Background: an optimization exercise with open tools, aiming at small area, a short achievable clock period and few clock cycles per item. Do not read the settings as production practice.
In this exercise RTL edits were held to simulation tests only and were not proved equivalent to the original.
No activity file was given, so power comes from the tool's default toggle rates.

File: run.sh
#!/bin/bash
# synth_recipe.tcl (not shown) runs the flow's synth.tcl, then flattens the netlist and writes it again
# the make line also repeats each setting of config.mk as NAME=value (left out here)
make -C /OpenROAD-flow-scripts/flow DESIGN_CONFIG=/design/flow/config.mk WORK_HOME=/design/flow/orfs CLKGATE_MAP_FILE= SYNTH_SCRIPT=/design/flow/synth_recipe.tcl finish
File: design.v
module bpe (
    input  wire        clk,
    input  wire        rst,
    input  wire        reg_req,
    input  wire        reg_we,
    input  wire [5:0]  reg_addr,
    input  wire [31:0] reg_wdata,
    output reg  [31:0] reg_rdata,
    output wire        reg_ack,
    output wire        mem_req,
    output wire        mem_we,
    output wire [31:0] mem_addr,
    output wire [7:0]  mem_wdata,
    input  wire [7:0]  mem_rdata,
    input  wire        mem_ack,
    output wire        irq
);
  reg        ie;
  reg        done;
  reg        ovr;
  reg [3:0]  err;
  reg [31:0] cmd;
  reg [31:0] wdata;
  reg [31:0] rdata;
  reg [31:0] result;
  reg [31:0] sbase;
  reg [28:0] slen;
  reg [31:0] spos;
  reg [31:0] dbase;
  reg [28:0] dlen;
  reg [31:0] dpos;
  localparam [31:0] CFG = 32'h0000_2000;
  localparam [2:0] S_IDLE  = 3'd0,
                   S_CHECK = 3'd1,
                   S_SRD   = 3'd2,
                   S_DSEL  = 3'd3,
                   S_DRD   = 3'd4,
                   S_WR    = 3'd5,
                   S_FIN   = 3'd6;
  reg [2:0] state;
  reg [2:0] k;               
  reg [7:0] sb [0:4];        
  reg [7:0] db [0:4];        
  wire busy = (state != S_IDLE);
  wire [3:0] op  = cmd[3:0];
  wire       ord = cmd[4];
  wire       adv = cmd[5];
  wire [5:0] w   = cmd[13:8];
  wire illegal   = (cmd[7:6] != 2'b0) || (cmd[31:14] != 18'b0) || (op > 4'd5);
  wire width_bad = (w > 6'd32);
  wire is_set    = (op == 4'd0);
  wire is_seqset = (op == 4'd1);
  wire is_get    = (op == 4'd2);
  wire is_seqclr = (op == 4'd4);
  wire is_copy   = (op == 4'd5);
  wire uses_src = is_get | is_copy;
  wire uses_dst = ~is_get;
  wire is_seq   = is_seqset | is_seqclr;
  wire [32:0] s_end = {1'b0, spos} + {27'b0, w};
  wire [32:0] d_end = {1'b0, dpos} + {27'b0, w};
  wire src_oob = uses_src && (s_end > {1'b0, slen, 3'b0});
  wire dst_oob = uses_dst && (d_end > {1'b0, dlen, 3'b0});
  wire [2:0] ss = spos[2:0];
  wire [2:0] ds = dpos[2:0];
  wire [5:0] s_last = {3'b0, ss} + w - 6'd1;
  wire [5:0] d_last = {3'b0, ds} + w - 6'd1;
  wire [2:0] sn = s_last[5:3] + 3'd1;     
  wire [2:0] dn = d_last[5:3] + 3'd1;
  wire [5:0] de = {dn, 3'b0} - {3'b0, ds} - w;   
  wire d_rd0    = (ds != 3'd0) || (!is_seq && dn == 3'd1 && de != 6'd0);
  wire d_rdlast = !is_seq && dn != 3'd1 && de != 6'd0;
  wire [31:0] s_addr = sbase + {3'b0, spos[31:3]} + {29'b0, k};
  wire [31:0] d_addr = dbase + {3'b0, dpos[31:3]} + {29'b0, k};
  wire [39:0] mask_w = ~(40'hFF_FFFF_FFFF << w);
  wire [39:0] sx = ord ? {sb[0], sb[1], sb[2], sb[3], sb[4]}
                       : {sb[4], sb[3], sb[2], sb[1], sb[0]};
  wire [5:0]  s_sh = ord ? (6'd40 - {3'b0, ss} - w) : {3'b0, ss};
  wire [39:0] s_val = (sx >> s_sh) & mask_w;
  wire [31:0] vm = is_copy ? s_val[31:0] :
                   (is_set | is_seqset) ? (wdata & mask_w[31:0]) : 32'b0;
  wire [39:0] dx = ord ? {db[0], db[1], db[2], db[3], db[4]}
                       : {db[4], db[3], db[2], db[1], db[0]};
  wire [5:0]  d_sh = ord ? (6'd40 - {3'b0, ds} - w) : {3'b0, ds};
  wire [39:0] fm   = mask_w << d_sh;
  wire [39:0] mask_ds = ~(40'hFF_FFFF_FFFF << ds);
  wire [39:0] keep = ord ? (mask_ds << (6'd40 - {3'b0, ds})) : mask_ds;
  wire [39:0] vsh  = {8'b0, vm} << d_sh;
  wire [39:0] dnew = is_seq ? ((dx & keep) | vsh) : ((dx & ~fm) | vsh);
  reg [7:0] wr_byte;
  always @(*) begin
    case (k)
      3'd0:    wr_byte = ord ? dnew[39:32] : dnew[7:0];
      3'd1:    wr_byte = ord ? dnew[31:24] : dnew[15:8];
      3'd2:    wr_byte = ord ? dnew[23:16] : dnew[23:16];
      3'd3:    wr_byte = ord ? dnew[15:8]  : dnew[31:24];
      default: wr_byte = ord ? dnew[7:0]   : dnew[39:32];
    endcase
  end
  wire mem_rd_src = (state == S_SRD);
  wire mem_rd_dst = (state == S_DRD);
  wire mem_wr     = (state == S_WR);
  assign mem_req   = (mem_rd_src | mem_rd_dst | mem_wr) & ~rst;
  assign mem_we    = mem_wr;
  assign mem_addr  = mem_rd_src ? s_addr : d_addr;
  assign mem_wdata = wr_byte;
  assign reg_ack = reg_req & ~rst;
  assign irq     = ie & done;
  always @(*) begin
    case (reg_addr[5:2])
      4'd0:    reg_rdata = {31'b0, ie};
      4'd1:    reg_rdata = {20'b0, err, 5'b0, ovr, done, busy};
      4'd2:    reg_rdata = cmd;
      4'd3:    reg_rdata = wdata;
      4'd4:    reg_rdata = rdata;
      4'd5:    reg_rdata = result;
      4'd6:    reg_rdata = sbase;
      4'd7:    reg_rdata = {3'b0, slen};
      4'd8:    reg_rdata = spos;
      4'd9:    reg_rdata = dbase;
      4'd10:   reg_rdata = {3'b0, dlen};
      4'd11:   reg_rdata = dpos;
      4'd12:   reg_rdata = CFG;
      default: reg_rdata = 32'b0;
    endcase
  end
  wire host_wr = reg_req & reg_we;
  always @(posedge clk) begin
    if (rst) begin
      ie     <= 1'b0;
      done   <= 1'b0;
      ovr    <= 1'b0;
      err    <= 4'd0;
      cmd    <= 32'b0;
      wdata  <= 32'b0;
      rdata  <= 32'b0;
      result <= 32'b0;
      sbase  <= 32'b0;
      slen   <= 29'b0;
      spos   <= 32'b0;
      dbase  <= 32'b0;
      dlen   <= 29'b0;
      dpos   <= 32'b0;
      state  <= S_IDLE;
      k      <= 3'd0;
    end else begin
      if (host_wr) begin
        case (reg_addr[5:2])
          4'd0: ie <= reg_wdata[0];
          4'd1: begin
            if (reg_wdata[1]) done <= 1'b0;
            if (reg_wdata[2]) ovr  <= 1'b0;
          end
          4'd2: begin
            if (busy) ovr <= 1'b1;
            else begin
              cmd   <= reg_wdata;
              done  <= 1'b0;
              err   <= 4'd0;
              state <= S_CHECK;
            end
          end
          4'd3:  if (busy) ovr <= 1'b1; else wdata <= reg_wdata;
          4'd6:  if (busy) ovr <= 1'b1; else sbase <= reg_wdata;
          4'd7:  if (busy) ovr <= 1'b1; else slen  <= reg_wdata[28:0];
          4'd8:  if (busy) ovr <= 1'b1; else spos  <= reg_wdata;
          4'd9:  if (busy) ovr <= 1'b1; else dbase <= reg_wdata;
          4'd10: if (busy) ovr <= 1'b1; else dlen  <= reg_wdata[28:0];
          4'd11: if (busy) ovr <= 1'b1; else dpos  <= reg_wdata;
          default: ;
        endcase
      end
      case (state)
        S_CHECK: begin
          k <= 3'd0;
          if (illegal) begin
            err   <= 4'd3;
            done  <= 1'b1;
            state <= S_IDLE;
          end else if (width_bad) begin
            err   <= 4'd1;
            done  <= 1'b1;
            state <= S_IDLE;
          end else if (w == 6'd0) begin
            if (is_get) begin
              rdata  <= 32'b0;
              result <= spos;
            end else if (is_copy) begin
              result <= 32'b0;
            end else begin
              result <= dpos;
            end
            done  <= 1'b1;
            state <= S_IDLE;
          end else if (src_oob || dst_oob) begin
            err   <= 4'd2;
            done  <= 1'b1;
            state <= S_IDLE;
          end else if (uses_src) begin
            state <= S_SRD;
          end else begin
            state <= S_DSEL;
          end
        end
        S_SRD: begin
          if (mem_ack) begin
            sb[k] <= mem_rdata;
            if (k == sn - 3'd1) begin
              k     <= 3'd0;
              state <= is_copy ? S_DSEL : S_FIN;
            end else begin
              k <= k + 3'd1;
            end
          end
        end
        S_DSEL: begin
          if (d_rd0) begin
            k     <= 3'd0;
            state <= S_DRD;
          end else if (d_rdlast) begin
            k     <= dn - 3'd1;
            state <= S_DRD;
          end else begin
            k     <= 3'd0;
            state <= S_WR;
          end
        end
        S_DRD: begin
          if (mem_ack) begin
            db[k] <= mem_rdata;
            if (k == 3'd0 && d_rdlast) begin
              k <= dn - 3'd1;
            end else begin
              k     <= 3'd0;
              state <= S_WR;
            end
          end
        end
        S_WR: begin
          if (mem_ack) begin
            if (k == dn - 3'd1) state <= S_FIN;
            else                k     <= k + 3'd1;
          end
        end
        S_FIN: begin
          if (is_get) begin
            rdata  <= s_val[31:0];
            result <= s_end[31:0];
            if (adv) spos <= s_end[31:0];
          end else if (is_copy) begin
            result <= {26'b0, w};
            if (adv) begin
              spos <= s_end[31:0];
              dpos <= d_end[31:0];
            end
          end else begin
            result <= d_end[31:0];
            if (adv) dpos <= d_end[31:0];
          end
          done  <= 1'b1;
          state <= S_IDLE;
        end
        default: ;
      endcase
    end
  end
endmodule
File: constraint.sdc
create_clock -name core_clock -period 10.0 [get_ports {clk}]
set_input_delay 2.0000 -clock core_clock [delete_from_list [all_inputs] [get_ports {clk}]]
set_output_delay 2.0000 -clock core_clock [all_outputs]
set_load 0.01 [all_outputs]
File: config.mk
export PLATFORM = sky130hd
export DESIGN_NAME = bpe
export DESIGN_NICKNAME = bpe
export VERILOG_FILES = /design/flow/design.v
export SDC_FILE = /design/flow/constraint.sdc
export NUM_CORES = 4
export LEC_CHECK = 0
export CAP_MARGIN = 20
export CORE_MARGIN = 2
export CORE_UTILIZATION = 40
export SLEW_MARGIN = 20
==> run_results.csv <==
group,metric,value,unit
pwr,peakVddDrop,0.110,mV
pwr,pwr-share-seq,42.2,%
cells_and_area,drive_gt1_share,7.66,%
worst_setup_path,worst_setup_path_start_kind,"flop",
cells_and_area,n_antenna_cell,0,
global_routing,grt_use_total,37.7,%
timing,maxSlewHeadroom,14.2,%
clocking,clock_path_buffers,3,
placed_design,gp_congestion,1.06,
placed_design,numPortBuffers,124,
floorplanning,core_area,88400,um^2
worst_setup_path,required,8000,ps
timing,fin_crit,9620,ps
worst_setup_path,reg2reg_from,"dpos[1]",
floorplanning,die_y,302,um
logic_synthesis,yosysMostFrequentCell,"nand2_1",
logic_synthesis,synth_commonest_cells,"nand2_1, a21oi_1, nor2_1",
worst_setup_path,cpMostUsedCell,"mux2i_1",
worst_setup_path,rr_endpoint,"state[0]",
pwr,power.density,101,nW/um^2
worst_setup_path,critPathKind,"flop to primary output",
cells_and_area,fin_nets,5052,
pwr,cellLeakagePower,14.7,nW
worst_setup_path,rrSetupSlack,2200,ps
timing,fmax,104,MHz
placed_design,place.detailed.hpwl,133000,um
floorplanning,io_pins,127,
logic_synthesis,yosys.area.top_type,"dfxtp_1",
pwr,power.total,4.01,mW
pwr,p_switching,1.10,mW
timing,setup-tns-final,0,ps
timing,clock_skew,59.1,ps
drt,dr_total_vias,40600,
logic_synthesis,synth.avg_cell_area,7.40,um^2
worst_setup_path,cp.arrival,7620,ps
timing,timing.final.crit_share,96.2,%
worst_setup_path,crit_chain,"inv_1, ha_1, fa_1, mux2i_1, nand3_1, o22ai_1, a211oi_1, o32ai_1, nor4_1, o32ai_1, o21ai_0, mux2i_1, mux2i_1, a2111oi_0, a31oi_1, buf_4, clkdlybuf4s50_1",
logic_synthesis,ys_seq_area_share,25.1,%
logic_synthesis,synth.top_cell.area_share,18.4,%
drt,drt_wl_total,178000,um
timing,maxSlewViolCount,0,
logic_synthesis,syn_nets,5104,
floorplanning,start_util,40.3,%
worst_setup_path,cp_slowest_cell,"o32ai_1",
floorplanning,die_w,302,um
hold_path,hold_path.class,"flop to flop",
floorplanning,die_area,91500,um^2
logic_synthesis,ys.flop_type,"dfxtp_1",
drt,wire_per_inst,29.9,um
logic_synthesis,yosys_warnings,1,
timing,rsz0062_at_grt,"false",
pwr,sw_frac_of_total,27.3,%
clocking,clk_latency,640,ps
clocking,cts.htree.levels,2,
status,outcome,"complete, no violations",
clocking,hold_buffers,0,
pwr,p_int,2.92,mW
clocking,cts_setup_buffers,0,
worst_setup_path,path_max_fanout,9,
logic_synthesis,synth.area.top_cells,"dfxtp_1, nand2_1, ha_1, edfxtp_1, a21oi_1",
cells_and_area,fillers,9001,
global_routing,antenna_found_initial,6,
clocking,cts_root_buf,"clkbuf_16",
worst_setup_path,slowest_delay,810,ps
floorplanning,rows,109,
pwr,p_clk_share,48.5,%
cells_and_area,syn_to_final_growth,12.0,%
drt,first_pass_iters,7,
worst_setup_path,crit_start,"spos[2]",
run,maxCapViolations,0,
worst_setup_path,r2r_cells,22,
clocking,cts_tree,"done",
drt,avgViaCountPerCell,6.81,
logic_synthesis,synth_cell_type_count,96,
timing,hold_viol,0,
drt,antenna_left,0,
global_routing,overflow,0,
timing,worst_pin_slew,1270,ps
timing,finalSetupViolCount,0,
worst_setup_path,end_kind,"primary output",
cells_and_area,utilization,45.2,%
timing,setup_slack,382,ps
placed_design,pre_cts_ws,1310,ps
logic_synthesis,ys_seq_elements,407,
logic_synthesis,synth-edff-count,80,
logic_synthesis,netlist_area,35600,um^2
logic_synthesis,syn_inst,4817,
pwr,combinationalPowerShare,9.3,%
clocking,cts_resized,0,
clocking,cts-buffers-inserted,48,
clocking,clkSinkCount,407,
logic_synthesis,synthArstFlopShare,0,%
global_routing,grt_max_degree,86,
drt,drtIter0Drc,5877,
global_routing,grt_pass1_wl,257000,um
global_routing,grt_pass1_vias,36800,
worst_setup_path,cp-endpoint,"mem_wdata[7]",
drt,drc_errors,0,
clocking,path_clk_slew,70,ps
power groups by stage:
stage	Clock, mW	Combinational [mW]	Sequential [mW]
2_1_floorplan	0	0.199	1.72
4_1_cts	1.95	0.359	1.69
3_5_place_dp	0	0.357	1.73
6_report	1.95	0.375	1.69
5_1_grt	2.00	0.389	1.69
3_3_place_gp	0	0.357	1.73
worst min path at each step:
stage | start | end | slack (ps) | depth (start not counted)
floorplan | rdata[0] | rdata[0] | 430 | 2
global placement | result[13] | result[13] | 440 | 2
detailed placement | rdata[21] | rdata[21] | 440 | 2
CTS | rdata[21] | rdata[21] | 450 | 2
global route | rdata[28] | rdata[28] | 480 | 2
finish | rdata[21] | rdata[21] | 460 | 2
layout by cell type, fill, tap and decap left out, types with 25 or more instances in the layout:
cell type,Yosys,layout
nand2_1,757,754
a21oi_1,436,434
nor2_1,344,334
dfxtp_1,327,326
ha_1,221,221
o21ai_0,216,216
nand3_1,215,212
buf_4,14,170
inv_1,154,154
clkdlybuf4s50_1,0,123
mux2i_1,119,116
a22oi_1,116,116
nor3_1,121,111
a221oi_1,101,101
a211oi_1,86,86
edfxtp_1,80,80
xnor2_1,78,78
nand4_1,72,72
o211ai_1,64,64
xor2_1,55,55
a31oi_1,52,52
a21o_1,52,51
and3_1,49,49
o22ai_1,49,49
clkbuf_16,0,49
nor4_1,47,42
and2_1,35,36
nor2b_1,36,36
o21a_1,34,34
a22o_1,32,32
o221ai_1,30,30
mux2_2,28,28
o31ai_1,25,25
or3_1,25,25
logic make-up (layout without fill, tap and decap cells):
| kind of cell | after synthesis | count (layout) | synth area share, % |
|---|---|---|---|
| AND/OR/NAND/NOR | 1788 | 1788 | 22.8 |
| AO/OA/AOI/OAI | 1538 | 1538 | 29.1 |
| buffers and inverters | 556 | 544 | 6.18 |
| flip-flops | 407 | 407 | 25.1 |
| adder cells (fa/ha/maj) | 236 | 236 | 8.60 |
| multiplexers | 159 | 159 | 4.97 |
| XOR/XNOR | 133 | 133 | 3.27 |
through the flow:
stage / std cells / hold slack [ps] / area [um^2]
global route: 5970 / 477 / 39900
CTS: 5970 / 453 / 39900
finish: 5970 / 456 / 39900
floorplan: 4817 / 431 / 35600
global placement: 5880 / 444 / 38200
detailed placement: 5880 / 444 / 38200
routing by layer:
metal  global-route usage [%]  vias up  wire (um)
met5                        0        -         43
met3                     9.13      500      21300
met1                     53.1    19600      74800
met2                     55.1     2762      74000
li1                         -    17800          -
met4                     14.9        8       8320
sequential cells by signal (all words and copies together) (netlist names), 3 cells and up:
register	count
sbase	32
rdata	32
k	3
slen	29
db	40
dbase	32
state	3
wdata	32
spos	32
result	32
sb	40
err	4
cmd	32
dpos	32
dlen	29
area by class of cell:
class                      count  area (um^2)  share of cell area [%]
clock inverter                27          343                   0.859
clock buffer                  63         1370                    3.43
inverter                     160          601                    1.50
timing repair buffer         294         2520                    6.32
multi-input combinational   3854        24700                    61.8
sequential                   407         8950                    22.4
tap                         1165         1460                    3.65
worst max-delay path, delay by kind of cell (launching register included):
kind            cells  cell delay, ps
buf+inv             3             830
mux                 3            1300
flops               1             580
compound gates      7            2730
simple gates        2             510
fa+ha+maj           2            1020
Testbench counts, summed over its fixed seeds: cycles 46,100, commands 2,400.

==> static timing again, ports no longer ideal <==
The flow's constraints put no driver on any port. The routed layout listed below was extracted and timed again, unchanged, in two steps.
Step 1 assumes that a clkbuf_16 drives the clock port and a buf_2 every other input.
Step 2 also shifts input and output timing later by t, the mid clock arrival at the registers, as if the neighbouring blocks saw the same clock.
a / b / c = ideal / step 1 / step 2; a / b = the first two.
t, ns: 0.690
slack for setup (ns): 0.382 / 0.304 / 0.993
worst hold slack (ns): 0.456 / 0.456 / 0.456
pins driven straight from the clock port: 1
After both steps setup and hold are still met in this run. The setup slack of this run moves by -0.078 ns with the drivers and by +0.611 ns with both steps.
